This design comes from an exercise in tuning for small area on the open sky130 flow, not from production work.
Only simulation tests tie the RTL to the original design; equivalence was not proved.
No activity file was given, so power comes from the tool's default toggle rates.

--- flow/flow/run.sh ---
#!/bin/bash
# Standard layout (the standard.sh) with these changes:
#  - synthesis maps logic with an area-oriented ABC script (flow/abc_area.script)
#    in place of ORFS's abc_speed.script; everything else in synthesis
#    (synth_recipe.tcl: -nofsm -noshare, flatten, rename) is unchanged, so the
#    registers are the standard synthesis's;
#  - synthesis leaves adders as plain gates for ABC (ADDER_MAP_FILE empty)
#    instead of mapping them to half/full adder cells;
#  - port buffers use the smallest buffer cell (every port still gets one);
#  - clock tree synthesis uses clkbuf_4 and adds no dummy loads.
# make's output goes to synth.log and flow.log; each tool's log is in orfs/logs.
set -euo pipefail
here=$(pwd)
sd=$here/scripts_abc
rm -rf "$sd"; mkdir -p "$sd"
for f in "$FLOW_HOME"/scripts/*; do ln -s "$f" "$sd/$(basename "$f")"; done
rm "$sd/abc_speed.script"
cp "$here/flow/abc_area.script" "$sd/abc_speed.script"
export BUFFER_PORTS_ARGS="-buffer_cell sky130_fd_sc_hd__buf_1"
export CTS_ARGS="-sink_clustering_enable -repair_clock_nets -dont_use_dummy_load -buf_list sky130_fd_sc_hd__clkbuf_4"
bash standard.sh synth SCRIPTS_DIR="$sd" ADDER_MAP_FILE= > synth.log 2>&1
bash standard.sh > flow.log 2>&1
--- flow/flow/abc_area.script ---
&get -n
&st
&syn2
&dch
&nf -R 1000
&st
&syn2
&dch
&nf -R 1000
&st
&dch -f
&nf -R 1000
&put
--- flow/standard.sh ---
#!/bin/bash
# synth_recipe.tcl (not shown) runs the flow's synth.tcl, then flattens the netlist and writes it again
# the make line also repeats each setting of config.mk as NAME=value (left out here)
make -C /OpenROAD-flow-scripts/flow DESIGN_CONFIG=/design/flow/config.mk WORK_HOME=/design/flow/orfs CLKGATE_MAP_FILE= SYNTH_SCRIPT=/design/flow/synth_recipe.tcl "${@:-finish}"
--- flow/config.mk ---
export PLATFORM = sky130hd
export DESIGN_NAME = brotocol_engine
export DESIGN_NICKNAME = brotocol_engine
export VERILOG_FILES = /design/flow/design.v
export SDC_FILE = /design/flow/constraint.sdc
export NUM_CORES = 4
export LEC_CHECK = 0
export CAP_MARGIN = 20
export CORE_MARGIN = 2
export CORE_UTILIZATION = 40
export PLACE_DENSITY = 0.6
export SLEW_MARGIN = 20
--- flow/constraint.sdc ---
create_clock -name core_clock -period 10.0 [get_ports {clk}]
set_input_delay 2.0000 -clock core_clock [delete_from_list [all_inputs] [get_ports {clk}]]
set_output_delay 2.0000 -clock core_clock [all_outputs]
set_load 0.01 [all_outputs]
--- flow/design.v ---
module brotocol_master #(
    parameter N_A   = 5,
    parameter N_D   = 1,
    parameter K     = 1000,
    parameter REQ_W = 32
) (
    input  wire             clk,
    input  wire             rst,
    input  wire             m_start,
    input  wire [REQ_W-1:0] m_addr,
    input  wire [REQ_W-1:0] m_data,
    input  wire             m_drv_fault,
    input  wire             bus_in,
    output wire             m_drive_low,
    output reg              m_busy,
    output reg              m_done,
    output reg  [2:0]       m_result
);
    reg [3:0]     m_idx;
    reg [3:0]     m_u;
    reg [N_A-1:0] m_a;
    reg [N_D-1:0] m_d;
    wire pz, pe;
    brotocol_mpre #(.K(K)) u_pre (
        .clk (clk),
        .clr (!m_busy),
        .z   (pz),
        .e   (pe)
    );
    reg long_sym;
    always @(*) begin
        case (m_idx)
            4'd1:    long_sym = 1'b1;
            4'd2:    long_sym = m_a[0];
            4'd3:    long_sym = m_a[1];
            4'd4:    long_sym = m_a[2];
            4'd5:    long_sym = m_a[3];
            4'd6:    long_sym = m_a[4];
            4'd8:    long_sym = m_d[0];
            default: long_sym = 1'b0;
        endcase
    end
    assign m_drive_low = m_busy &&
        (m_idx == 4'd0 || (!m_u[3] && (long_sym || m_u[2:1] == 2'b00)));
    wire valid  = (m_addr[REQ_W-1:N_A] == 0) && (m_data[REQ_W-1:N_D] == 0);
    wire q_a    = (m_idx == 4'd7);
    wire q_d    = (m_idx == 4'd9);
    wire u_last = (m_u == 4'd9);
    wire sp     = (q_a || q_d) && m_u == 4'd5 && pz;
    wire nack   = sp && bus_in;
    wire ok     = u_last && pe && q_d;
    wire fin    = m_drv_fault || nack || ok;
    wire usage  = !m_busy && m_start && !valid;
    always @(posedge clk) begin
        if (rst) begin
            m_busy   <= 1'b0;
            m_result <= 3'd0;
            m_done   <= 1'b0;
        end else begin
            m_busy <= m_busy ? !fin : (m_start && valid);
            m_done <= m_busy ? fin : usage;
            if (usage)
                m_result <= 3'd4;
            else if (m_busy && fin)
                m_result <= {1'b0,
                             m_drv_fault || (nack && q_d),
                             m_drv_fault || (nack && q_a)};
        end
    end
    always @(posedge clk) begin
        if (!m_busy) begin
            m_idx <= 4'd0;
            m_u   <= 4'd0;
            m_a   <= m_addr[N_A-1:0];
            m_d   <= m_data[N_D-1:0];
        end else if (pe) begin
            m_u <= u_last ? 4'd0 : m_u + 1'b1;
            if (u_last)
                m_idx <= m_idx + 1'b1;
        end
    end
endmodule
module brotocol_mpre #(
    parameter K = 1000
) (
    input  wire clk,
    input  wire clr,
    output wire z,
    output wire e
);
    localparam [9:0] TAPS = 10'h240;
    localparam [9:0] S0   = 10'h70;
    localparam [9:0] END  = 10'h238;
    localparam [9:0] POL  = 10'h2aa;
    reg  [9:0] cr;
    wire [9:0] c = cr ^ POL;
    assign z = (c == S0);
    assign e = (c == END);
    wire fb = ^(c & TAPS) ^ e;
    always @(posedge clk) begin
        if (clr)
            cr <= S0 ^ POL;
        else
            cr <= {c[8:0], fb} ^ POL;
    end
endmodule
module brotocol_slave #(
    parameter N_A = 5,
    parameter N_D = 1,
    parameter K   = 1000
) (
    input  wire           clk,
    input  wire           rst,
    input  wire           bus_in,
    input  wire           s_drv_fault,
    input  wire [N_A-1:0] cfg_own_address,
    output wire           s_drive_low,
    output reg            s_rx_valid,
    output reg  [N_D-1:0] s_rx_data,
    output reg            s_hal_fail
);
    localparam [3:0] P_IDLE = 4'd7;
    reg [N_A-1:0] own_address;
    reg [3:0]     pos;
    reg           md;      
    reg           aw;      
    reg           ak;      
    reg           ls;      
    reg           ir;      
    reg           line_prev;
    assign s_drive_low = ak;
    wire line = bus_in;
    wire exp;
    wire p_idle = !pos[3] && pos[0];
    wire p_done = !pos[3] && !pos[0];
    wire p_data = pos[3] && pos[2] && pos[1];
    wire p_addr = pos[3] && !(pos[2] && pos[1]);
    wire p_last = pos[3] && pos[2] && pos[0];      
    wire [7:0] own_ext = {3'b000, own_address};
    wire own_bit = own_ext[pos[2:0]];
    wire x_hal  = exp && ak && s_drv_fault;         
    wire x_idle = exp && (p_done || x_hal);         
    wire rxv    = exp && p_done && !s_drv_fault;
    wire aw1 = aw && !exp;
    wire ls1 = exp ? line : ls;
    wire ir1 = ir || (exp && ak);
    wire ev   = line ^ line_prev;
    wire fall = ev && !line;
    wire rise = ev && line && !(ir1 && !x_idle);
    wire in_idle = p_idle || x_idle;
    wire in_ad   = (p_addr || p_data) && !x_idle;
    wire f_ad   = fall && in_ad && !aw1;
    wire f_bit  = f_ad && !p_last;                           
    wire f_fin  = f_ad && p_last && !(p_addr && md);         
    wire f_ack  = f_fin && !s_drv_fault;
    wire f_hal  = f_fin && s_drv_fault;
    wire r_bit  = rise && in_ad && !p_last && (aw1 || !ls1);
    wire r_bit1 = !aw1;
    wire r_start = rise && p_idle && !exp && !aw && !ls;
    wire ld15 = fall && in_idle;
    wire ld5  = f_bit;
    wire ld8  = f_ack;
    wire step = r_bit || r_start || f_ack;
    wire keep = !x_idle && (
        !ev ||
        (ev && line && ir1) ||
        ld15 || ld5 || step);
    brotocol_stmr #(.K(K)) u_tmr (
        .clk  (clk),
        .rst  (rst),
        .ld15 (ld15),
        .ld5  (ld5),
        .ld8  (ld8),
        .exp  (exp)
    );
    always @(posedge clk) begin
        line_prev <= bus_in;
        if (rst) begin
            own_address <= cfg_own_address;
            pos         <= P_IDLE;
            md          <= 1'b0;
            aw          <= 1'b0;
            ak          <= 1'b0;
            ls          <= 1'b1;
            ir          <= 1'b0;
            s_rx_valid  <= 1'b0;
            s_rx_data   <= 1'b0;
            s_hal_fail  <= 1'b0;
        end else begin
            s_rx_valid <= rxv;
            if (rxv)
                s_rx_data <= md;
            s_hal_fail <= x_hal || f_hal;
            if (!keep) begin
                pos <= P_IDLE;
                md  <= 1'b0;
                aw  <= ld15;
                ak  <= 1'b0;
                ls  <= 1'b1;
                ir  <= 1'b0;
            end else begin
                if (step)
                    pos <= pos + 1'b1;
                if (r_bit && (p_addr ? (own_bit ^ r_bit1) : r_bit1))
                    md <= 1'b1;
                aw <= aw1 || ld15 || ld5 || ld8;
                ak <= (ak && !exp) || ld8;
                ls <= ls1;
                ir <= ir1 && !ev;
            end
        end
    end
endmodule
module brotocol_stmr #(
    parameter K = 1000
) (
    input  wire clk,
    input  wire rst,
    input  wire ld15,
    input  wire ld5,
    input  wire ld8,
    output wire exp
);
    localparam [13:0] TAPS = 14'h2106;
    localparam [13:0] S15  = 14'hd;
    localparam [13:0] S5   = 14'h3;
    localparam [13:0] S8   = 14'h340c;
    localparam [13:0] E    = 14'h2000;
    localparam [13:0] POL  = 14'h2aaa;
    localparam [13:0] ZERO = 14'h0;
    reg  [13:0] tr;
    wire [13:0] t = tr ^ POL;
    assign exp = (t == E);
    wire fb = ^(t & TAPS) & !exp;
    always @(posedge clk) begin
        if (rst)
            tr <= POL;
        else if (ld15)
            tr <= S15 ^ POL;
        else
            tr <= ({t[12:0], fb} | (ld5 ? S5 : ZERO) | (ld8 ? S8 : ZERO)) ^ POL;
    end
endmodule
module brotocol_engine (
    input  wire        clk,
    input  wire        rst,
    input  wire        m_start,
    input  wire [31:0] m_addr,
    input  wire [31:0] m_data,
    input  wire        m_drv_fault,
    output wire        m_drive_low,
    output wire        m_busy,
    output wire        m_done,
    output wire [2:0]  m_result,
    input  wire        s_drv_fault,
    input  wire [4:0]  cfg_own_address,
    output wire        s_drive_low,
    output wire        s_rx_valid,
    output wire [0:0]  s_rx_data,
    output wire        s_hal_fail,
    input  wire        bus_in
);
    localparam N_A   = 5;
    localparam N_D   = 1;
    localparam K     = 1000;
    localparam REQ_W = 32;
    brotocol_master #(.N_A(N_A), .N_D(N_D), .K(K), .REQ_W(REQ_W)) u_master (
        .clk         (clk),
        .rst         (rst),
        .m_start     (m_start),
        .m_addr      (m_addr),
        .m_data      (m_data),
        .m_drv_fault (m_drv_fault),
        .bus_in      (bus_in),
        .m_drive_low (m_drive_low),
        .m_busy      (m_busy),
        .m_done      (m_done),
        .m_result    (m_result)
    );
    brotocol_slave #(.N_A(N_A), .N_D(N_D), .K(K)) u_slave (
        .clk             (clk),
        .rst             (rst),
        .bus_in          (bus_in),
        .s_drv_fault     (s_drv_fault),
        .cfg_own_address (cfg_own_address),
        .s_drive_low     (s_drive_low),
        .s_rx_valid      (s_rx_valid),
        .s_rx_data       (s_rx_data),
        .s_hal_fail      (s_hal_fail)
    );
endmodule
==> results of run 1 <==
-- power groups by stage --
stage / logic, mW / registers [mW] / clock network (mW)
2_1_floorplan: 0.0100 / 0.263 / 0
3_3_place_gp: 0.0249 / 0.263 / 0
3_5_place_dp: 0.0250 / 0.263 / 0
4_1_cts: 0.0252 / 0.257 / 0.120
5_1_grt: 0.0285 / 0.258 / 0.130
6_report: 0.0252 / 0.257 / 0.112
-- state kept, by name (all words and copies together), names as in the netlist, 3 cells and up --
register / flops
u_slave.u_tmr.tr: 14
u_master.u_pre.cr: 10
u_master.m_a: 5
u_slave.own_address: 5
u_master.m_idx: 4
u_master.m_u: 4
u_slave.pos: 4
u_master.m_result: 3
-- area by class of cell --
cell class,count,area share
well taps,75,0.0327
multi-input cells,194,0.360
flip-flops and latches,61,0.463
repair buffers,84,0.110
clock buffers,9,0.0235
inverters,8,0.0105
-- path summary, 6_finish.rpt --
check | end | startpoint | slack [ps] | cells after the start
max reg2reg | u_slave.pos[3]$_SDFFE_PP0P_ | u_slave.u_tmr.tr[7]$_SDFF_PP1_ | 7090 | 14
max | m_drive_low | u_master.m_busy$_SDFF_PP0_ | 6030 | 3
min | u_slave.u_tmr.tr[7]$_SDFF_PP1_ | u_slave.u_tmr.tr[6]$_SDFF_PP0_ | 380 | 1
min reg2reg | u_slave.u_tmr.tr[7]$_SDFF_PP1_ | u_slave.u_tmr.tr[6]$_SDFF_PP0_ | 380 | 1
-- Yosys cell counts, types with 5 or more instances --
cell | number | area [um2]
xnor2_1 | 5 | 43.8
nor4_1 | 19 | 119
edfxtp_1 | 11 | 330
nand2_1 | 39 | 146
a21oi_1 | 18 | 90.1
dfxtp_1 | 50 | 1000
o21ai_0 | 9 | 45.0
nor3_1 | 6 | 30.0
clkinv_1 | 8 | 30.0
nand3_1 | 8 | 40.0
nor2_1 | 41 | 154
nand2b_1 | 5 | 31.3
-- stage by stage --
step	power, mW	worst slack (ps)	area (um2)	std cells	util
2_1_floorplan	0.273	6410	2400	263	-
4_1_cts	0.402	5910	2870	431	0.491
3_5_place_dp	0.288	5920	2810	422	0.479
3_3_place_gp	0.288	5940	2810	422	0.479
5_1_grt	0.416	5730	2870	431	0.491
6_report	0.394	6030	2870	431	0.491
-- logic make-up after synthesis --
group                     count (synthesis)  synth area share
and+or+nand+nor                         144             0.297
buffers and inverters                     8            0.0125
AOI/OAI and AO/OA                        39            0.0940
muxes                                     2           0.00836
xor gates and xnor gates                  9            0.0329
DFF                                      61             0.556
-- routing by layer --
layer | share of wire | wire length, um | track usage | vias up
li1 | - | - | - | 1130
met1 | 0.49 | 2570 | 0.227 | 997
met2 | 0.46 | 2420 | 0.275 | 49
met3 | 0.052 | 275 | 0.0822 | 4
met4 | 0.0055 | 29 | 0.0576 | 0
met5 | 0 | 0 | 0 | -
-- critical path: stages (launching register included) --
cell      delay, ps
dfxtp_1         670
clkinv_1        540
nor2_1          210
buf_1           180
==> out/metrics.cfg, run 1 <==
[worst_hold_path]
worstHoldPathType = reg -> reg

[synthesis]
synth_seq_area_share = 0.556
synth-edff-count = 11
syn-mean-instance-area_um2 = 9.11
ys.flop_type = dfxtp_1
yosysUniqueCellTypes = 33
syn_nets = 338
synthCells = 263
synthArstFlopShare = 0
ys_warn_count = 4
syn-cell-area_um2 = 2400
synth_seq_cells = 61

[outcome]
status = finished clean

[setup_path]
cp-end-kind = output port
critPathLaunchType = flip-flop
crit_required_ps = 8000
crit_fanout = 16
crit_type = reg -> out
crit_arrival_ps = 1970

[sta]
fin_tns_setup_ps = 0
finClkSkew_ps = 21.8
finalSetupViolations = 0
rsz0062_at_grt = no
timing.final.crit_period_ps = 3970
max_freq_mhz = 252
hold_violations = 0
relSlewSlack = 0.433
hold_ws_ps = 380
post-route-period-util = 0.397
slew_violations = 0
worst_pin_slew_ps = 850

[final_layout]
final_cell_mix = 84 x buf_1, 50 x dfxtp_1, 41 x nor2_1, 39 x nand2_1, 19 x nor4_1
seqCellArea_um2 = 1330
syn_to_final_growth_pct = 19.9
fillers = 565
num_antenna_cells = 0
multiInputGateArea_um2 = 1030
final_common_cell = buf_1
layout-drive-gt1-share = 0.0253
nets = 433

[drt]
wl_mm = 5.30
viasPerCell = 5.06
ant_nets = 0
drc = 0
drtPass1Iterations = 4
vias = 2180
post_drt_wl_per_cell_um = 12.3
drt-initial-drc-count = 67

[clock_network]
clock_path_buffers = 2
cts.clk_slew.worst_paths_ps = 100
h-tree-depth = 3
numClockSinks = 61
post_cts_resized = 0
cts-root-buf = clkbuf_4
clock_latency_ps = 390
cts_tree = done
ctsHoldBuffers = 0
post_cts_buffers = 0
cts_buffers = 9

[placement]
port_buffers = 84
dpl.hpwl_mm = 4.09
gp_congestion = 0.867

[floorplan]
die-area_um2 = 6630
die_w_um = 81.4
die_y_um = 81.4
fp-row-count = 28
pin_count = 85
core_um2 = 5850
start_util = 0.410

[global_routing]
antenna_found_initial = 0
grt_pass1_vias = 2073
grt_overflow = 0
grt_first_pass_wirelength_mm = 9.00
grt_max_degree = 19
grt_usage = 0.180

[power_and_ir_drop]
power.share.clock = 0.283
pwr-share-seq = 0.653
switching_share = 0.217
max-vdd-ir-drop_uv = 91.3
power_leakage_nw = 0.982
p_per_area_nw_per_um2 = 137
p_switching_mw = 0.0854
p_comb_frac = 0.064
p_int_mw = 0.309

[run]
cap_violations = 0

==> run 2, diff against run 1 <==
--- a/flow/design.v
+++ b/flow/design.v
@@ -12,10 +12,11 @@
     input  wire             m_drv_fault,
     input  wire             bus_in,
     output wire             m_drive_low,
-    output reg              m_busy,
+    output wire             m_busy,
     output reg              m_done,
     output reg  [2:0]       m_result
 );
+    reg           m_idle;    
     reg [3:0]     m_idx;
     reg [3:0]     m_u;
     reg [N_A-1:0] m_a;
@@ -23,7 +24,7 @@
     wire pz, pe;
     brotocol_mpre #(.K(K)) u_pre (
         .clk (clk),
-        .clr (!m_busy),
+        .clr (m_idle),
         .z   (pz),
         .e   (pe)
     );
@@ -42,6 +43,7 @@
     end
     assign m_drive_low = m_busy &&
         (m_idx == 4'd0 || (!m_u[3] && (long_sym || m_u[2:1] == 2'b00)));
+    assign m_busy = !m_idle;
     wire valid  = (m_addr[REQ_W-1:N_A] == 0) && (m_data[REQ_W-1:N_D] == 0);
     wire q_a    = (m_idx == 4'd7);
     wire q_d    = (m_idx == 4'd9);
@@ -53,11 +55,11 @@
     wire usage  = !m_busy && m_start && !valid;
     always @(posedge clk) begin
         if (rst) begin
-            m_busy   <= 1'b0;
+            m_idle   <= 1'b1;
             m_result <= 3'd0;
             m_done   <= 1'b0;
         end else begin
-            m_busy <= m_busy ? !fin : (m_start && valid);
+            m_idle <= m_busy ? fin : !(m_start && valid);
             m_done <= m_busy ? fin : usage;
             if (usage)
                 m_result <= 3'd4;
@@ -68,7 +70,7 @@
         end
     end
     always @(posedge clk) begin
-        if (!m_busy) begin
+        if (m_idle) begin
             m_idx <= 4'd0;
             m_u   <= 4'd0;
             m_a   <= m_addr[N_A-1:0];
--- a/flow/config.mk
+++ b/flow/config.mk
@@ -8,5 +8,6 @@
 export CAP_MARGIN = 20
 export CORE_MARGIN = 2
 export CORE_UTILIZATION = 40
+export GPL_TIMING_DRIVEN = 0
 export PLACE_DENSITY = 0.6
 export SLEW_MARGIN = 20
==> run 2 against run 1 <==
Still clean on timing, DRC and antenna. Global-route usage fell by 0.29 points. Clock power about the same. Sequential cell count stayed put. Via count decreased by 1.9%. Register-to-register slack worse by 30 ps. Sequential power hardly changed. Setup slack gained 100 ps. Critical path depth down 1. Maximum frequency increased by 2.6%. Total power grew 0.58%. Routed wire length shrank 3.1%.
==> out/metrics.cfg, run 2 <==
[final_layout]
top_register = u_slave.u_tmr.tr
num_antenna_cells = 0
utilization = 0.488
layout-drive-gt1-share = 0.0257
largest_register_ffs = 14
final_cell_mix = 84 x buf_1, 50 x dfxtp_1, 36 x nand2_1, 34 x nor2_1, 20 x a21oi_1
syn_to_final_growth_pct = 20.0
nets = 427
top_regs = u_slave.u_tmr.tr x14, u_master.u_pre.cr x10
fillers = 557
multiInputGateArea_um2 = 1010
final_common_cell = buf_1
fin_cells = 425
seqCellArea_um2 = 1330

[drt]
drt-initial-drc-count = 118
vias = 2138
drtPass1Iterations = 4
viasPerCell = 5.03
ant_nets = 0
wl_mm = 5.14
drc = 0
post_drt_wl_per_cell_um = 12.1

[global_routing]
grt_first_pass_wirelength_mm = 8.81
grt_overflow = 0
grt_max_degree = 21
antenna_found_initial = 0
grt_pass1_vias = 1900
grt_usage = 0.177

[setup_path]
critPathLaunchType = flip-flop
crit_type = reg -> out
crit_required_ps = 8000
ff2ff_setup_slack_ps = 7060
worstRegToRegCells = 13
crit_fanout = 20
r2r_start = u_slave.u_tmr.tr[13]$_SDFF_PP1_
cp-end-kind = output port
reg2reg_to = u_slave.pos[3]$_SDFFE_PP0P_
crit_arrival_ps = 1870

[sta]
timing.final.crit_period_ps = 3870
finalSetupViolations = 0
post-route-period-util = 0.387
max_freq_mhz = 258
finClkSkew_ps = 17.3
rsz0062_at_grt = no
fin_tns_setup_ps = 0
hold_violations = 0
slew_violations = 0
relSlewSlack = 0.437
worst_pin_slew_ps = 844

[power_and_ir_drop]
max-vdd-ir-drop_uv = 95.9
power_leakage_nw = 0.987
total_power_mw = 0.396
p_per_area_nw_per_um2 = 139

[synthesis]
synth-edff-count = 11
synth_seq_cells = 61
ys_warn_count = 4
syn-cell-area_um2 = 2380
yosysTopAreaCell = dfxtp_1
yosysUniqueCellTypes = 35
synth_top_area_frac = 0.420
synth_seq_area_share = 0.559
synth.most_common_cell = dfxtp_1
synthCells = 257
synthArstFlopShare = 0
syn_nets = 332
synth_common_cells = 50 x dfxtp_1, 36 x nand2_1, 34 x nor2_1, 20 x a21oi_1, 19 x nor4_1
synth_area_leaders = dfxtp_1 42%, edfxtp_1 14%, nand2_1 5.7%, nor2_1 5.4%, nor4_1 5.0%
ys.flop_type = dfxtp_1
syn-mean-instance-area_um2 = 9.26

[floorplan]
die_w_um = 81.2
pin_count = 85
die_y_um = 81.2
die-area_um2 = 6590
fp-row-count = 28
core_um2 = 5850
start_util = 0.407

[clock_network]
post_cts_buffers = 0
cts-root-buf = clkbuf_4
clock_latency_ps = 390
cts_buffers = 9
numClockSinks = 61
post_cts_resized = 0
cts.clk_slew.worst_paths_ps = 80
cts_tree = done
ctsHoldBuffers = 0
h-tree-depth = 3
clock_path_buffers = 2

[placement]
gp_congestion = 0.890
placed_cells = 416
port_buffers = 84
dpl.hpwl_mm = 3.97

[worst_hold_path]
worstHoldPathType = reg -> reg
worstHoldStart = u_slave.u_tmr.tr[10]$_SDFF_PP0_
min_to = u_slave.u_tmr.tr[11]$_SDFF_PP1_
hold_depth = 1

[outcome]
status = finished clean

[run]
cap_violations = 0

-- run 2: cell types whose count changed in the layout (fill, tap and decap cells not counted), moves of 2 or more --
cell | before | now
nor2_1 | 41 | 34
clkinv_1 | 8 | 10
nand2b_1 | 5 | 3
a21oi_1 | 18 | 20
nand2_1 | 39 | 36
-- run 2: stage by stage --
step	worst slack (ps)	instance area (um2)	hold WS, ps
after floorplan	6410	2380	353
after global placement	5870	2790	359
after detailed placement	5920	2790	366
after CTS	6080	2860	388
after global routing	5930	2860	402
final	6130	2860	385
-- run 2: kinds of logic after synthesis --
logic type / share of synthesized area
simple gates: 0.271
mux: 0.00841
flops: 0.559
buf+inv: 0.0158
compound gates: 0.109
xor+xnor: 0.0368
-- run 2: critical path, cell delays in order, from the launching register on --
cell	delay (ps)
dfxtp_1	810
clkinv_1	450
buf_1	230
-- run 2: power by group --
part	total (mW)	internal [mW]	switching, mW
registers	0.257	0.255	0.00193
clock network	0.114	0.0418	0.0726
logic	0.0250	0.0116	0.0134
total	0.396	0.308	0.0879
-- run 2: area by class of cell --
class | count | share of cell area
timing repair buffer | 84 | 0.110
multi-input combinational | 186 | 0.354
sequential | 61 | 0.466
tap | 75 | 0.0328
inverter | 10 | 0.0131
clock buffer | 9 | 0.0236
-- run 2: worst max path at each step --
stage	from	slack, ps	endpoint
2_1_floorplan	s_drv_fault	6410	u_slave.ir$_SDFF_PP0_
3_3_place_gp	s_drv_fault	5870	u_slave.ir$_SDFF_PP0_
3_5_place_dp	s_drv_fault	5920	u_slave.ir$_SDFF_PP0_
4_1_cts	u_master.m_idle$_SDFF_PP1_	6080	m_busy
5_1_grt	u_master.m_idle$_SDFF_PP1_	5930	m_busy
6_report	u_master.m_idle$_SDFF_PP1_	6130	m_busy
-- run 2: metal layers --
metal  part of all wire  up-vias  routed length, um  global-route usage
li1                   -     1115                  -                   -
met2               0.45       56               2310               0.267
met4             0.0084        0                 43              0.0424
met5                  0        -                  0                   0
met1               0.49      962               2530               0.238
met3              0.050        5                255              0.0722
==> run 3, diff against run 2 <==
--- a/flow/config.mk
+++ b/flow/config.mk
@@ -8,6 +8,5 @@
 export CAP_MARGIN = 20
 export CORE_MARGIN = 2
 export CORE_UTILIZATION = 40
-export GPL_TIMING_DRIVEN = 0
 export PLACE_DENSITY = 0.6
 export SLEW_MARGIN = 20
==> run 3 against run 2 <==
First-iteration DRC count is 0.85% higher. Combinational power hardly changed. Sequential cell count stayed put. Total power down 0.49%. Non-clock buffer count up 1. Critical path type unchanged.
==> out/metrics.cfg, run 3 <==
[drt]
wl_mm = 5.32
vias = 2172
post_drt_wl_per_cell_um = 12.5
ant_nets = 0
viasPerCell = 5.10
drtPass1Iterations = 4
drc = 0
drt-initial-drc-count = 119

[floorplan]
die_y_um = 81.2
fp-row-count = 28
die-area_um2 = 6590
start_util = 0.407
core_um2 = 5850
die_w_um = 81.2
pin_count = 85

[synthesis]
ys_warn_count = 4
synthCells = 257
ys.flop_type = dfxtp_1
syn-mean-instance-area_um2 = 9.26
synth_seq_area_share = 0.559
synth.most_common_cell = dfxtp_1
synth_area_leaders = dfxtp_1 42%, edfxtp_1 14%, nand2_1 5.7%, nor2_1 5.4%, nor4_1 5.0%
synth-edff-count = 11
syn-cell-area_um2 = 2380
syn_nets = 332
synth_seq_cells = 61
yosysUniqueCellTypes = 35
synthArstFlopShare = 0
synth_top_area_frac = 0.420
yosysTopAreaCell = dfxtp_1
synth_common_cells = 50 x dfxtp_1, 36 x nand2_1, 34 x nor2_1, 20 x a21oi_1, 19 x nor4_1

[sta]
timing.final.crit_period_ps = 3860
fin_tns_setup_ps = 0
max_freq_mhz = 259
hold_violations = 0
finalSetupViolations = 0
relSlewSlack = 0.506
post-route-period-util = 0.386
rsz0062_at_grt = no
slew_violations = 0
finClkSkew_ps = 24.7
worst_pin_slew_ps = 739

[clock_network]
cts_buffers = 9
h-tree-depth = 3
cts_tree = done
ctsHoldBuffers = 0
post_cts_buffers = 0
cts-root-buf = clkbuf_4
clock_latency_ps = 380
clock_path_buffers = 2
cts.clk_slew.worst_paths_ps = 90
post_cts_resized = 0
numClockSinks = 61

[power_and_ir_drop]
power_leakage_nw = 0.992
max-vdd-ir-drop_uv = 92.5
p_per_area_nw_per_um2 = 138

[global_routing]
grt_first_pass_wirelength_mm = 9.27
grt_pass1_vias = 2109
grt_overflow = 0
grt_max_degree = 21
grt_usage = 0.186
antenna_found_initial = 0

[final_layout]
final_cell_mix = 84 x buf_1, 50 x dfxtp_1, 36 x nand2_1, 34 x nor2_1, 20 x a21oi_1
fillers = 574
final_common_cell = buf_1
largest_register_ffs = 14
multiInputGateArea_um2 = 1010
num_antenna_cells = 0
top_regs = u_slave.u_tmr.tr x14, u_master.u_pre.cr x10
seqCellArea_um2 = 1330
top_register = u_slave.u_tmr.tr
syn_to_final_growth_pct = 20.3
utilization = 0.490
layout-drive-gt1-share = 0.0285
nets = 428

[worst_hold_path]
worstHoldPathType = reg -> reg
worstHoldStart = u_master.u_pre.cr[8]$_SDFF_PP0_
hold_depth = 1

[placement]
gp_congestion = 0.916
port_buffers = 84
dpl.hpwl_mm = 4.17

[run]
cap_violations = 0

[setup_path]
crit_required_ps = 8000
worstRegToRegCells = 12
r2r_start = u_slave.u_tmr.tr[13]$_SDFF_PP1_
crit_arrival_ps = 1860
crit_fanout = 20
slowest_delay_ps = 800
crit_type = reg -> out
crit_chain = clkinv_1 > buf_1
slowest_stage = dfxtp_1
critPathLaunchType = flip-flop
cp-end-kind = output port
critPathLaunch = u_master.m_idle$_SDFF_PP1_

[outcome]
status = finished clean

## run 3: kinds of logic (layout without fill, tap and decap cells)
logic type | count (synthesis) | after routing | synth area share
and+or+nand+nor | 130 | 130 | 0.271
DFF | 61 | 61 | 0.559
AOI/OAI and AO/OA | 44 | 44 | 0.109
xor gates and xnor gates | 10 | 10 | 0.0368
buffers and inverters | 10 | 104 | 0.0158
muxes | 2 | 2 | 0.00841
## run 3: final cells by class
class	instances	share of cell area
sequential	61	0.465
multi-input combinational	186	0.353
timing repair buffer	85	0.113
tap	75	0.0328
clock buffer	9	0.0236
inverter	10	0.0131
## run 3: path summary, 6_finish.rpt
path | slack (ps) | to
worst max-delay path | 6140 | m_busy
worst min-delay path | 380 | u_master.u_pre.cr[9]$_SDFF_PP1_
worst max register to register | 7060 | u_slave.ir$_SDFF_PP0_
worst min register to register | 380 | u_master.u_pre.cr[9]$_SDFF_PP1_
## run 3: where the power goes
| group | switching, mW | internal [mW] |
|---|---|---|
| Sequential | 0.00220 | 0.255 |
| Combinational | 0.0130 | 0.0118 |
| Clock | 0.0704 | 0.0417 |
## run 3: routing by layer
| metal | global-route usage | vias to the layer above | share of wire |
|---|---|---|---|
| met2 | 0.293 | 49 | 0.46 |
| met1 | 0.231 | 993 | 0.47 |
| li1 | - | 1124 | - |
| met4 | 0.0508 | 0 | 0.0071 |
| met3 | 0.0856 | 6 | 0.057 |
| met5 | 0 | - | 0 |
## run 3: worst max-delay path: cells and delay by family (launching register included)
kind	cells	cell delay [ps]
buffers and inverters	2	670
DFF	1	800
## run 3: per-stage QoR
| stage | total power [mW] | setup WS [ps] | hold WS, ps | cell area, um2 | std cells |
|---|---|---|---|---|---|
| floorplan | 0.272 | 6410 | 353 | 2380 | 257 |
| global placement | 0.288 | 5960 | 359 | 2800 | 417 |
| detailed placement | 0.288 | 5950 | 362 | 2800 | 417 |
| CTS | 0.401 | 6070 | 385 | 2870 | 426 |
| global route | 0.417 | 5900 | 399 | 2870 | 426 |
| finish | 0.394 | 6140 | 383 | 2870 | 426 |
==> run 4, diff against run 3 <==
--- a/flow/config.mk
+++ b/flow/config.mk
@@ -5,8 +5,8 @@
 export SDC_FILE = /design/flow/constraint.sdc
 export NUM_CORES = 4
 export LEC_CHECK = 0
-export CAP_MARGIN = 20
+export CAP_MARGIN = 0
 export CORE_MARGIN = 2
 export CORE_UTILIZATION = 40
 export PLACE_DENSITY = 0.6
-export SLEW_MARGIN = 20
+export SLEW_MARGIN = 0
==> run 4 against run 3 <==
Setup slack stayed put. Combinational power hardly changed. Core utilization stayed put. Total power stayed put. Critical endpoint unchanged. Cell area stayed put. Maximum frequency stayed put. Largest cell class unchanged.
==> out/metrics.cfg, run 4 <==
[outcome]
status = finished clean

[clock_network]
cts_tree = done
numClockSinks = 61
h-tree-depth = 3
cts.clk_slew.worst_paths_ps = 90
clock_latency_ps = 380
ctsHoldBuffers = 0
cts-root-buf = clkbuf_4
post_cts_buffers = 0
clock_path_buffers = 2
post_cts_resized = 0
cts_buffers = 9

[final_layout]
num_antenna_cells = 0
fillers = 574
syn_to_final_growth_pct = 20.3
largest_register_ffs = 14
utilization = 0.490
top_register = u_slave.u_tmr.tr
fin_area_um2 = 2870
layout-drive-gt1-share = 0.0285
final_cell_mix = 84 x buf_1, 50 x dfxtp_1, 36 x nand2_1, 34 x nor2_1, 20 x a21oi_1
seqCellArea_um2 = 1330
top_regs = u_slave.u_tmr.tr x14, u_master.u_pre.cr x10
nets = 428
final_common_cell = buf_1
fin_cells = 426
multiInputGateArea_um2 = 1010

[setup_path]
r2r_start = u_slave.u_tmr.tr[13]$_SDFF_PP1_
reg2reg_to = u_slave.ir$_SDFF_PP0_
crit_type = reg -> out
crit_required_ps = 8000
critPathLaunchType = flip-flop
crit_arrival_ps = 1860
ff2ff_setup_slack_ps = 7060
cp-end-kind = output port
crit_fanout = 20
critPathLaunch = u_master.m_idle$_SDFF_PP1_
crit_end = m_busy
worstRegToRegCells = 12

[floorplan]
pin_count = 85
fp-row-count = 28
start_util = 0.407
die_y_um = 81.2
die_w_um = 81.2
die-area_um2 = 6590
core_um2 = 5850

[global_routing]
grt_overflow = 0
grt_usage = 0.186
antenna_found_initial = 0
grt_first_pass_wirelength_mm = 9.27
grt_pass1_vias = 2109
grt_max_degree = 21

[synthesis]
synth.most_common_cell = dfxtp_1
ys_warn_count = 4
synthArstFlopShare = 0
ys.flop_type = dfxtp_1
synth_seq_cells = 61
yosysTopAreaCell = dfxtp_1
synthCells = 257
syn-cell-area_um2 = 2380
syn_nets = 332
synth_seq_area_share = 0.559
syn-mean-instance-area_um2 = 9.26
synth_area_leaders = dfxtp_1 42%, edfxtp_1 14%, nand2_1 5.7%, nor2_1 5.4%, nor4_1 5.0%
synth_top_area_frac = 0.420
synth-edff-count = 11
synth_common_cells = 50 x dfxtp_1, 36 x nand2_1, 34 x nor2_1, 20 x a21oi_1, 19 x nor4_1
yosysUniqueCellTypes = 35

[drt]
drtPass1Iterations = 4
ant_nets = 0
wl_mm = 5.32
drt-initial-drc-count = 119
drc = 0
viasPerCell = 5.10
vias = 2172
post_drt_wl_per_cell_um = 12.5

[power_and_ir_drop]
p_switching_mw = 0.0857
max-vdd-ir-drop_uv = 92.5
p_per_area_nw_per_um2 = 138
p_comb_frac = 0.063
switching_share = 0.217
pwr-share-seq = 0.652
power_leakage_nw = 0.992
power.share.clock = 0.284
p_int_mw = 0.309

[run]
cap_violations = 0

[sta]
relSlewSlack = 0.506
worst_pin_slew_ps = 739
slew_violations = 0
rsz0062_at_grt = no
finalSetupViolations = 0
post-route-period-util = 0.386
fin_tns_setup_ps = 0
timing.final.crit_period_ps = 3860
hold_violations = 0
max_freq_mhz = 259
finalWorstSetupSlack_ps = 6140
finClkSkew_ps = 24.7

[placement]
placed_cells = 417
dpl.hpwl_mm = 4.17
port_buffers = 84
placed_area_um2 = 2800
gp_congestion = 0.916
dp_slack_ps = 5950

[worst_hold_path]
worstHoldPathType = reg -> reg

## run 4: layout make-up
| class | instances | share of cell area |
|---|---|---|
| clock buffers | 9 | 0.0236 |
| inverters | 10 | 0.0131 |
| multi-input cells | 186 | 0.353 |
| flip-flops and latches | 61 | 0.465 |
| well taps | 75 | 0.0328 |
| repair buffers | 85 | 0.113 |
## run 4: layer usage
layer | part of all wire | vias to the layer above | wire length, um | global-route usage
met2 | 0.46 | 49 | 2470 | 0.293
met5 | 0 | - | 0 | 0
met1 | 0.47 | 993 | 2510 | 0.231
met4 | 0.0071 | 0 | 38 | 0.0508
met3 | 0.057 | 6 | 306 | 0.0856
li1 | - | 1124 | - | -
## run 4: power by group through the flow
stage | clock network [mW] | registers (mW) | logic, mW
floorplan | 0 | 0.263 | 0.00985
global placement | 0 | 0.263 | 0.0248
detailed placement | 0 | 0.263 | 0.0250
CTS | 0.119 | 0.257 | 0.0251
global route | 0.131 | 0.258 | 0.0285
finish | 0.112 | 0.257 | 0.0249
## run 4: per-stage QoR
stage               total power, mW  hold slack, ps
floorplan                     0.272             353
global placement              0.288             359
detailed placement            0.288             362
CTS                           0.401             385
global route                  0.417             399
finish                        0.394             383
## run 4: worst max-delay path: stages (launching register included)
cell and delay [ps]:
dfxtp_1 800, clkinv_1 450, buf_1 220
## run 4: logic make-up after synthesis
logic type	synth area share
simple gates	0.271
buf+inv	0.0158
mux	0.00841
xor+xnor	0.0368
compound gates	0.109
flops	0.559
## run 4: how the worst min path moves through the flow
stage | to | from | slack (ps) | cells past startpoint
final | u_master.u_pre.cr[9]$_SDFF_PP1_ | u_master.u_pre.cr[8]$_SDFF_PP0_ | 380 | 1
after global routing | u_master.u_pre.cr[1]$_SDFF_PP1_ | u_master.u_pre.cr[0]$_SDFF_PP0_ | 400 | 1
after CTS | u_master.u_pre.cr[9]$_SDFF_PP1_ | u_master.u_pre.cr[8]$_SDFF_PP0_ | 380 | 1
after detailed placement | u_master.u_pre.cr[9]$_SDFF_PP1_ | u_master.u_pre.cr[8]$_SDFF_PP0_ | 360 | 1
after global placement | u_master.u_pre.cr[6]$_SDFF_PP1_ | u_master.u_pre.cr[5]$_SDFF_PP0_ | 360 | 1
after floorplan | u_master.u_pre.cr[9]$_SDFF_PP1_ | u_master.u_pre.cr[8]$_SDFF_PP0_ | 350 | 1
==> run 5, diff against run 4 <==
--- a/flow/flow/run.sh
+++ b/flow/flow/run.sh
@@ -7,8 +7,7 @@
 #  - synthesis leaves adders as plain gates for ABC (ADDER_MAP_FILE empty)
 #    instead of mapping them to half/full adder cells;
 #  - port buffers use the smallest buffer cell (every port still gets one);
-#  - clock tree synthesis uses clkbuf_4 and adds no dummy loads.
-# make's output goes to synth.log and flow.log; each tool's log is in orfs/logs.
+#  - clock tree synthesis uses clkbuf_4 and adds no dummy loads;
 set -euo pipefail
 here=$(pwd)
 sd=$here/scripts_abc
--- a/flow/config.mk
+++ b/flow/config.mk
@@ -5,8 +5,9 @@
 export SDC_FILE = /design/flow/constraint.sdc
 export NUM_CORES = 4
 export LEC_CHECK = 0
-export CAP_MARGIN = 0
+export CAP_MARGIN = 20
 export CORE_MARGIN = 2
 export CORE_UTILIZATION = 40
+export GPL_TIMING_DRIVEN = 0
 export PLACE_DENSITY = 0.6
-export SLEW_MARGIN = 0
+export SLEW_MARGIN = 20
==> run 5 against run 4 <==
First-iteration DRC count shrank 0.84%. Setup slack worse by 8.3 ps. Routed wire length decreased by 3.5%. Sequential power about the same. Sequential share of layout area grew 0.12 points. Highest routed layer unchanged. Cell count is 0.23% lower. Critical path type unchanged. Global-route usage decreased by 0.91 points. Cell area shrank 0.26%.
==> out/metrics.cfg, run 5 <==
[synthesis]
synth_area_leaders = dfxtp_1 42%, edfxtp_1 14%, nand2_1 5.7%, nor2_1 5.4%, nor4_1 5.0%
ys_warn_count = 4
yosysUniqueCellTypes = 35
syn-mean-instance-area_um2 = 9.26
syn-cell-area_um2 = 2380
synth_top_area_frac = 0.420
synthCells = 257
synth_common_cells = 50 x dfxtp_1, 36 x nand2_1, 34 x nor2_1, 20 x a21oi_1, 19 x nor4_1
syn_nets = 332
yosysTopAreaCell = dfxtp_1
synth_seq_area_share = 0.559
synth-edff-count = 11
synthArstFlopShare = 0
synth_seq_cells = 61
ys.flop_type = dfxtp_1
synth.most_common_cell = dfxtp_1

[run]
cap_violations = 0

[sta]
timing.final.crit_period_ps = 3870
rsz0062_at_grt = no
finalWorstSetupSlack_ps = 6130
max_freq_mhz = 258
finClkSkew_ps = 17.3
worst_pin_slew_ps = 844
fin_tns_setup_ps = 0
post-route-period-util = 0.387
hold_violations = 0
slew_violations = 0
relSlewSlack = 0.437
finalSetupViolations = 0

[placement]
placed_area_um2 = 2790
dp_slack_ps = 5920
placed_cells = 416
dpl.hpwl_mm = 3.97
port_buffers = 84
gp_congestion = 0.890

[drt]
vias = 2138
wl_mm = 5.14
post_drt_wl_per_cell_um = 12.1
drc = 0
drt-initial-drc-count = 118
viasPerCell = 5.03
ant_nets = 0
drtPass1Iterations = 4

[setup_path]
crit_arrival_ps = 1870
critPathLaunchType = flip-flop
slowest_delay_ps = 810
crit_fanout = 20
cp-end-kind = output port
crit_chain = clkinv_1 > buf_1
cp_top_family = flip-flops
path_buf_inv = 2
slowest_stage = dfxtp_1
crit_required_ps = 8000
crit_type = reg -> out

[outcome]
status = finished clean

[final_layout]
final_cell_mix = 84 x buf_1, 50 x dfxtp_1, 36 x nand2_1, 34 x nor2_1, 20 x a21oi_1
nets = 427
utilization = 0.488
final_common_cell = buf_1
top_regs = u_slave.u_tmr.tr x14, u_master.u_pre.cr x10
layout-drive-gt1-share = 0.0257
num_antenna_cells = 0
fin_area_um2 = 2860
top_register = u_slave.u_tmr.tr
fin_cells = 425
fillers = 557
largest_register_ffs = 14
syn_to_final_growth_pct = 20.0

[clock_network]
cts.clk_slew.worst_paths_ps = 80
clock_latency_ps = 390
numClockSinks = 61
h-tree-depth = 3
ctsHoldBuffers = 0
post_cts_resized = 0
cts-root-buf = clkbuf_4
post_cts_buffers = 0
cts_buffers = 9
clock_path_buffers = 2
cts_tree = done

[worst_hold_path]
worstHoldPathType = reg -> reg

[floorplan]
die-area_um2 = 6590
die_w_um = 81.2
die_y_um = 81.2
fp-row-count = 28
core_um2 = 5850
start_util = 0.407
pin_count = 85

[global_routing]
grt_overflow = 0
grt_first_pass_wirelength_mm = 8.81
antenna_found_initial = 0
grt_pass1_vias = 1900
grt_usage = 0.177
grt_max_degree = 21

[power_and_ir_drop]
p_per_area_nw_per_um2 = 139
power_leakage_nw = 0.987
max-vdd-ir-drop_uv = 95.9

[run 5: cell count changes in the layout (fill, tap and decap cells not counted)]
| cell | before | now |
|---|---|---|
| buf_4 | 1 | 0 |
[run 5: metal layers]
| metal | GRT usage | wire length (um) | vias to the layer above | share of wire |
|---|---|---|---|---|
| met5 | 0 | 0 | - | 0 |
| met1 | 0.238 | 2530 | 962 | 0.49 |
| met3 | 0.0722 | 255 | 5 | 0.050 |
| met4 | 0.0424 | 43 | 0 | 0.0084 |
| li1 | - | - | 1115 | - |
| met2 | 0.267 | 2310 | 56 | 0.45 |
[run 5: area by class of cell]
cell class                 count  area, um2  share of cell area
sequential                    61       1330               0.466
multi-input combinational    186       1010               0.354
timing repair buffer          84        315               0.110
tap                           75       93.8              0.0328
clock buffer                   9       67.6              0.0236
inverter                      10       37.5              0.0131
[run 5: per-stage QoR]
| stage | hold slack, ps | power [mW] |
|---|---|---|
| 2_1_floorplan | 353 | 0.272 |
| 3_3_place_gp | 359 | 0.287 |
| 3_5_place_dp | 366 | 0.288 |
| 4_1_cts | 388 | 0.403 |
| 5_1_grt | 402 | 0.417 |
| 6_report | 385 | 0.396 |
[run 5: kinds of logic after synthesis]
kind of cell           Yosys count  synth area share
AND/OR/NAND/NOR                130             0.271
AO/OA/AOI/OAI                   44             0.109
buffers and inverters           10            0.0158
flip-flops                      61             0.559
XOR/XNOR                        10            0.0368
multiplexers                     2           0.00841
[run 5: final timing paths]
check	start	slack (ps)	to	cells after the start
worst max-delay path	u_master.m_idle$_SDFF_PP1_	6130	m_busy	2
worst min-delay path	u_slave.u_tmr.tr[10]$_SDFF_PP0_	390	u_slave.u_tmr.tr[11]$_SDFF_PP1_	1
worst max register to register	u_slave.u_tmr.tr[13]$_SDFF_PP1_	7060	u_slave.pos[3]$_SDFFE_PP0P_	13
worst min register to register	u_slave.u_tmr.tr[10]$_SDFF_PP0_	390	u_slave.u_tmr.tr[11]$_SDFF_PP1_	1
[run 5: power by group]
group	leakage (nW)	total, mW	switching (mW)	internal [mW]
registers	0.518	0.257	0.00193	0.255
clock network	0.0414	0.114	0.0726	0.0418
logic	0.428	0.0250	0.0134	0.0116
total	0.987	0.396	0.0879	0.308

[port drivers added, routing unchanged]
Ports are ideal in the flow. The routed layouts listed here were re-timed in OpenROAD.
Step 1 (the two cells are an assumption about what drives the block):
set clk [get_ports {clk}]
set_driving_cell -lib_cell sky130_fd_sc_hd__clkbuf_16 $clk
set_driving_cell -lib_cell sky130_fd_sc_hd__buf_2 [delete_from_list [all_inputs] $clk]
Step 2 adds t to the input delays and takes it off the output delays; t is the mean of the earliest and latest rising clock arrival at the registers after step 1. Input paths then give back, and output paths get back, about the clock's delay inside the block.
a / b / c = ideal / step 1 / step 2; a / b = the first two.
| run | t (ns) | setup WS [ns] | cell pins on the clock port's net |
|---|---|---|---|
| run 1 | 0.394 | 6.026 / 6.000 / 5.899 | 1 |
| run 2 | 0.404 | 6.127 / 6.103 / 5.882 | 1 |
| run 3 | 0.395 | 6.135 / 6.111 / 5.902 | 1 |
| run 4 | 0.395 | 6.135 / 6.111 / 5.902 | 1 |
| run 5 | 0.404 | 6.127 / 6.103 / 5.882 | 1 |
After both steps every run listed still meets setup and hold.
